Context: an optimization exercise on an open-source flow, tuned for small area, a short achievable clock period and few clock cycles. The choices shown serve that exercise and are no tape-out recipe. The RTL was checked by simulation tests, not by an equivalence proof against the original design. Power and IR drop assume default switching activity.

Setup of the previous run:
Design crc16m, start of the top module:
module crc16m (
    input  wire        clk,
    input  wire        rst,
    input  wire        bus_valid,
    input  wire        bus_write,
    input  wire [7:0]  bus_addr,
    input  wire [2:0]  bus_size,
    input  wire [31:0] bus_wdata,
    output wire        bus_ready,
    output reg  [31:0] bus_rdata,
    output wire        bus_err,
    input  wire        rx_valid,
    input  wire        rx_lerr,
    input  wire [7:0]  rx_data,
    output wire        rx_ready,
    output wire        tx_valid,
    output wire [7:0]  tx_data,
    input  wire        tx_ready,
    output wire        tx_busy,
    output wire        irq,
    output wire [22:0] linecfg
);
    localparam RXCAP = 64;
    localparam TXCAP = 32;
    localparam [31:0] ID_VALUE = 32'h43524D31;
    localparam [22:0] LINECFG_RESET = 23'h080060;
    localparam [1:0] M_IDLE = 2'd0, M_FIXED = 2'd1, M_HUNT = 2'd2, M_OPEN = 2'd3;
    localparam [7:0] A_ID = 8'h00, A_CAP = 8'h04, A_STATUS = 8'h08, A_IRQEN = 8'h0C,
                     A_CMD = 8'h10, A_CRC_DIN = 8'h14, A_CRC_VAL = 8'h18,
                     A_TX_DATA = 8'h1C, A_TX_RAW = 8'h20, A_TX_LVL = 8'h24,
                     A_TX_CRC = 8'h28, A_RX_DATA = 8'h2C, A_RX_PTR = 8'h30,
                     A_RX_CRC = 8'h34, A_RX_MODE = 8'h38, A_RX_DISC = 8'h3C,
                     A_LINECFG = 8'h40;
    function [15:0] crc_step;
        input [15:0] c;
  ...
Size: roughly 130 I/O pins.
export LEC_CHECK = 0
export CAP_MARGIN = 20
export CORE_MARGIN = 2
export CORE_UTILIZATION = 40
export PLACE_DENSITY = 0.6
export SETUP_SLACK_MARGIN = 2.5
export SLEW_MARGIN = 20
create_clock -name core_clock -period 7.0 [get_ports {clk}]
run.sh (not shown) runs the stock make flow with config.mk's settings and CLKGATE_MAP_FILE= SYNTH_SCRIPT=/design/flow/synth_recipe.tcl, a recipe that flattens the netlist after the stock synthesis.
The previous run went all the way through the flow, and no timing, DRC or antenna check failed.
Testbench counts of the previous run, summed over its fixed seeds: cycles 20,467.
Input-level comparison between the current run and the previous run:
Settings: CTS_CLUSTER_DIAMETER now 100, previously not set; CTS_CLUSTER_SIZE now 20, previously not set; BUFFER_PORTS_ARGS now -buffer_cell sky130_fd_sc_hd__buf_2, previously not set.
==> flow/flow/run.sh (new file) <==
#!/bin/bash
# Standard layout, except that the port buffers are buf_2 cells rather than
# the default (a slow delay-buffer cell that the resizer cannot swap out).
set -o pipefail
echo 'export BUFFER_PORTS_ARGS = -buffer_cell sky130_fd_sc_hd__buf_2' >> config.mk
export BUFFER_PORTS_ARGS="-buffer_cell sky130_fd_sc_hd__buf_2"
bash standard.sh 2>&1 | tee standard.log
==> flow/standard.sh (new file) <==
#!/bin/bash
# synth_recipe.tcl (not shown) runs the flow's synth.tcl, then flattens the netlist and writes it again
# the make line also repeats each setting of config.mk as NAME=value (left out here)
make -C /OpenROAD-flow-scripts/flow DESIGN_CONFIG=/design/flow/config.mk WORK_HOME=/design/flow/orfs CLKGATE_MAP_FILE= SYNTH_SCRIPT=/design/flow/synth_recipe.tcl "${@:-finish}"
removed: flow/run.sh
==> results.txt <==
The current run reached the end of the flow, and the finished layout is clean on the timing, DRC and antenna checks. Per the comparison of the current run with the previous run, combined area of the multi-input logic cells shrank by about 1.3%; minimum period implied by the final worst setup slack went up 0.045 ns. As far as clock latency reported for the late side of the worst-skew pair is concerned, the previous run and the current run perform about the same. Across both runs, number of buffers created by CTS was lower for the current run than for the previous run. Looking at the previous run and the current run, the number of ordinary inverters in the final layout is a wash. Looking only at part of the total power dissipated in the clock network, and setting everything else aside, the lower value of the previous run and the current run goes to the current run. Per the comparison of the current run with the previous run, power per cell area went down, area growth from synthesis to final layout down 6.0 points, net load switching power saw a decrease, CTS clock-pin slew for the worst setup and hold paths rose by 0.03 ns, final critical-path share of the clock period climbed 0.65 points.

========
crc16m, a different RTL version from the one above (not shown whole).
Size: ~3400 cells after synthesis, ~0.046 mm2 of cells after synthesis.
Settings: LEC_CHECK=0, CAP_MARGIN=20, CORE_MARGIN=2, CORE_UTILIZATION=40, CTS_CLUSTER_DIAMETER=100, CTS_CLUSTER_SIZE=20, PLACE_DENSITY=0.6, SETUP_SLACK_MARGIN=2.3, SLEW_MARGIN=20, BUFFER_PORTS_ARGS=-buffer_cell sky130_fd_sc_hd__buf_2; clock period 7.0 ns.
standard.sh (not shown) runs the stock make flow with config.mk's settings and CLKGATE_MAP_FILE= SYNTH_SCRIPT=/design/flow/synth_recipe.tcl, a recipe that flattens the netlist after the stock synthesis.
==> flow/flow/run.sh <==
#!/bin/bash
# Standard layout, except that the port buffers are buf_2 cells rather than
# the default (a slow delay-buffer cell that the resizer cannot swap out).
set -o pipefail
echo 'export BUFFER_PORTS_ARGS = -buffer_cell sky130_fd_sc_hd__buf_2' >> config.mk
export BUFFER_PORTS_ARGS="-buffer_cell sky130_fd_sc_hd__buf_2"
bash standard.sh 2>&1 | tee standard.log
Testbench counts at the start, summed over its fixed seeds: cycles 20,518.
Edit:
SETUP_SLACK_MARGIN = 2.5   (was 2.3)
After rerunning:
- fmax came out higher by a few percent
- power stays flat
- worst setup slack improves by 0.16 ns
- sequential share of layout area is lower by 0.62 points

========
crc16m with an RTL version that a note above also has.
Size in the first run: ~3,300 cells after synthesis, about 980 flip-flops, ~130 I/O pins, roughly 0.044 mm2 of cells after synthesis.
## crc16m
module crc16m (
    input  wire        clk,
    input  wire        rst,
    input  wire        bus_valid,
    input  wire        bus_write,
    input  wire [7:0]  bus_addr,
    input  wire [2:0]  bus_size,
    input  wire [31:0] bus_wdata,
    output wire        bus_ready,
    output reg  [31:0] bus_rdata,
    output wire        bus_err,
    input  wire        rx_valid,
    input  wire        rx_lerr,
    input  wire [7:0]  rx_data,
    output wire        rx_ready,
    output wire        tx_valid,
    output wire [7:0]  tx_data,
    input  wire        tx_ready,
    output wire        tx_busy,
    output wire        irq,
    output wire [22:0] linecfg
);
    localparam RXCAP = 64;
    localparam TXCAP = 32;
    localparam [31:0] ID_VALUE = 32'h43524D31;
    localparam [22:0] LINECFG_RESET = 23'h080060;
    localparam [1:0] M_IDLE = 2'd0, M_FIXED = 2'd1, M_HUNT = 2'd2, M_OPEN = 2'd3;
    localparam [7:0] A_ID = 8'h00, A_CAP = 8'h04, A_STATUS = 8'h08, A_IRQEN = 8'h0C,
                     A_CMD = 8'h10, A_CRC_DIN = 8'h14, A_CRC_VAL = 8'h18,
  ...
Settings: LEC_CHECK=0, CAP_MARGIN=20, CORE_MARGIN=2, CORE_UTILIZATION=40, PLACE_DENSITY=0.6, SETUP_SLACK_MARGIN=2.5, SLEW_MARGIN=20, BUFFER_PORTS_ARGS=-buffer_cell sky130_fd_sc_hd__buf_2; clock period 7.0 ns.
Scripts as last shown in full above: flow/flow/run.sh
Testbench counts at the start, summed over its fixed seeds: cycles 20,467.
==> next run, changes <==
==> flow/run.sh (new file) <==
#!/bin/bash
# synth_recipe.tcl (not shown) runs the flow's synth.tcl, then flattens the netlist and writes it again
# the make line also repeats each setting of config.mk as NAME=value (left out here)
make -C /OpenROAD-flow-scripts/flow DESIGN_CONFIG=/design/flow/config.mk WORK_HOME=/design/flow/orfs CLKGATE_MAP_FILE= SYNTH_SCRIPT=/design/flow/synth_recipe.tcl finish
- BUFFER_PORTS_ARGS: -buffer_cell sky130_fd_sc_hd__buf_2 -> not set
- CORE_UTILIZATION: 40 -> 60
- PLACE_DENSITY: 0.6 -> 0.75
removed: flow/flow/run.sh
removed: flow/standard.sh
What happened: The changed run finished clean; routed wire length goes up by a few percent; fmax stays flat; first-iteration DRC count goes up by about a fifth; utilization goes up by 24 points; worst setup slack is worse by 0.0099 ns.
==> next run, changes <==
==> flow/flow/run.sh (new file) <==
#!/bin/bash
# Standard layout, except that the port buffers are buf_2 cells rather than
# the default (a slow delay-buffer cell that the resizer cannot swap out).
set -o pipefail
echo 'export BUFFER_PORTS_ARGS = -buffer_cell sky130_fd_sc_hd__buf_2' >> config.mk
export BUFFER_PORTS_ARGS="-buffer_cell sky130_fd_sc_hd__buf_2"
bash standard.sh 2>&1 | tee standard.log
==> flow/standard.sh (new file) <==
#!/bin/bash
# synth_recipe.tcl (not shown) runs the flow's synth.tcl, then flattens the netlist and writes it again
# the make line also repeats each setting of config.mk as NAME=value (left out here)
make -C /OpenROAD-flow-scripts/flow DESIGN_CONFIG=/design/flow/config.mk WORK_HOME=/design/flow/orfs CLKGATE_MAP_FILE= SYNTH_SCRIPT=/design/flow/synth_recipe.tcl "${@:-finish}"
- BUFFER_PORTS_ARGS: not set -> -buffer_cell sky130_fd_sc_hd__buf_2
- CORE_UTILIZATION: 60 -> 40
- CTS_CLUSTER_DIAMETER: not set -> 100
- CTS_CLUSTER_SIZE: not set -> 16
- PLACE_DENSITY: 0.75 -> 0.6
removed: flow/run.sh
What happened:
- The changed run completed without violations
- combinational power hardly moves
- setup slack is better by 0.14 ns
- power came out lower by roughly a tenth
- cell area came out lower slightly
- clock skew came out lower by 0.050 ns
- die area came out higher by well over a third
- synthesized cell count is unchanged
- core utilization came out lower by 25 points
- non-clock buffer count came out lower by 14
- clock-buffer cell count came out lower by 20

## separate check: timing with driven ports
The flow's constraints put no driver on any port. The routed layouts listed below were extracted and timed again, unchanged, in two steps. Step 1 assumes that a clkbuf_16 drives the clock port and a buf_2 every other input. Step 2 adds t to the input delays and takes it off the output delays; t is the mean of the earliest and latest rising clock arrival at the registers after step 1. Input paths then give back, and output paths get back, about the clock's delay inside the block. Three values: ideal ports, drivers, drivers and shift; two values: the first two.
run | shift t [ns] | setup WS [ns] | worst setup path at the end
the previous run | 0.758 | 2.116 / 2.044 / 1.743 | input to register
the current run | 0.747 | 2.071 / 1.997 / 1.896 | input to register
the first run of note 2 | 0.732 | 2.268 / 2.222 / 1.803 | input to register
the second run of note 2 | 0.739 | 2.431 / 2.360 / 1.871 | input to register
the first run of note 3 | 0.774 | 1.992 / 1.917 / 1.875 | input to register
the second run of note 3 | 0.738 | 1.982 / 1.913 / 1.691 | input to register
the third run of note 3 | 0.724 | 2.119 / 2.045 / 1.881 | input to register
After both steps every run listed still meets setup and hold. For the second run of note 2, which loses most, drivers alone change the setup slack by -0.071 ns; drivers and shift together by -0.560 ns.
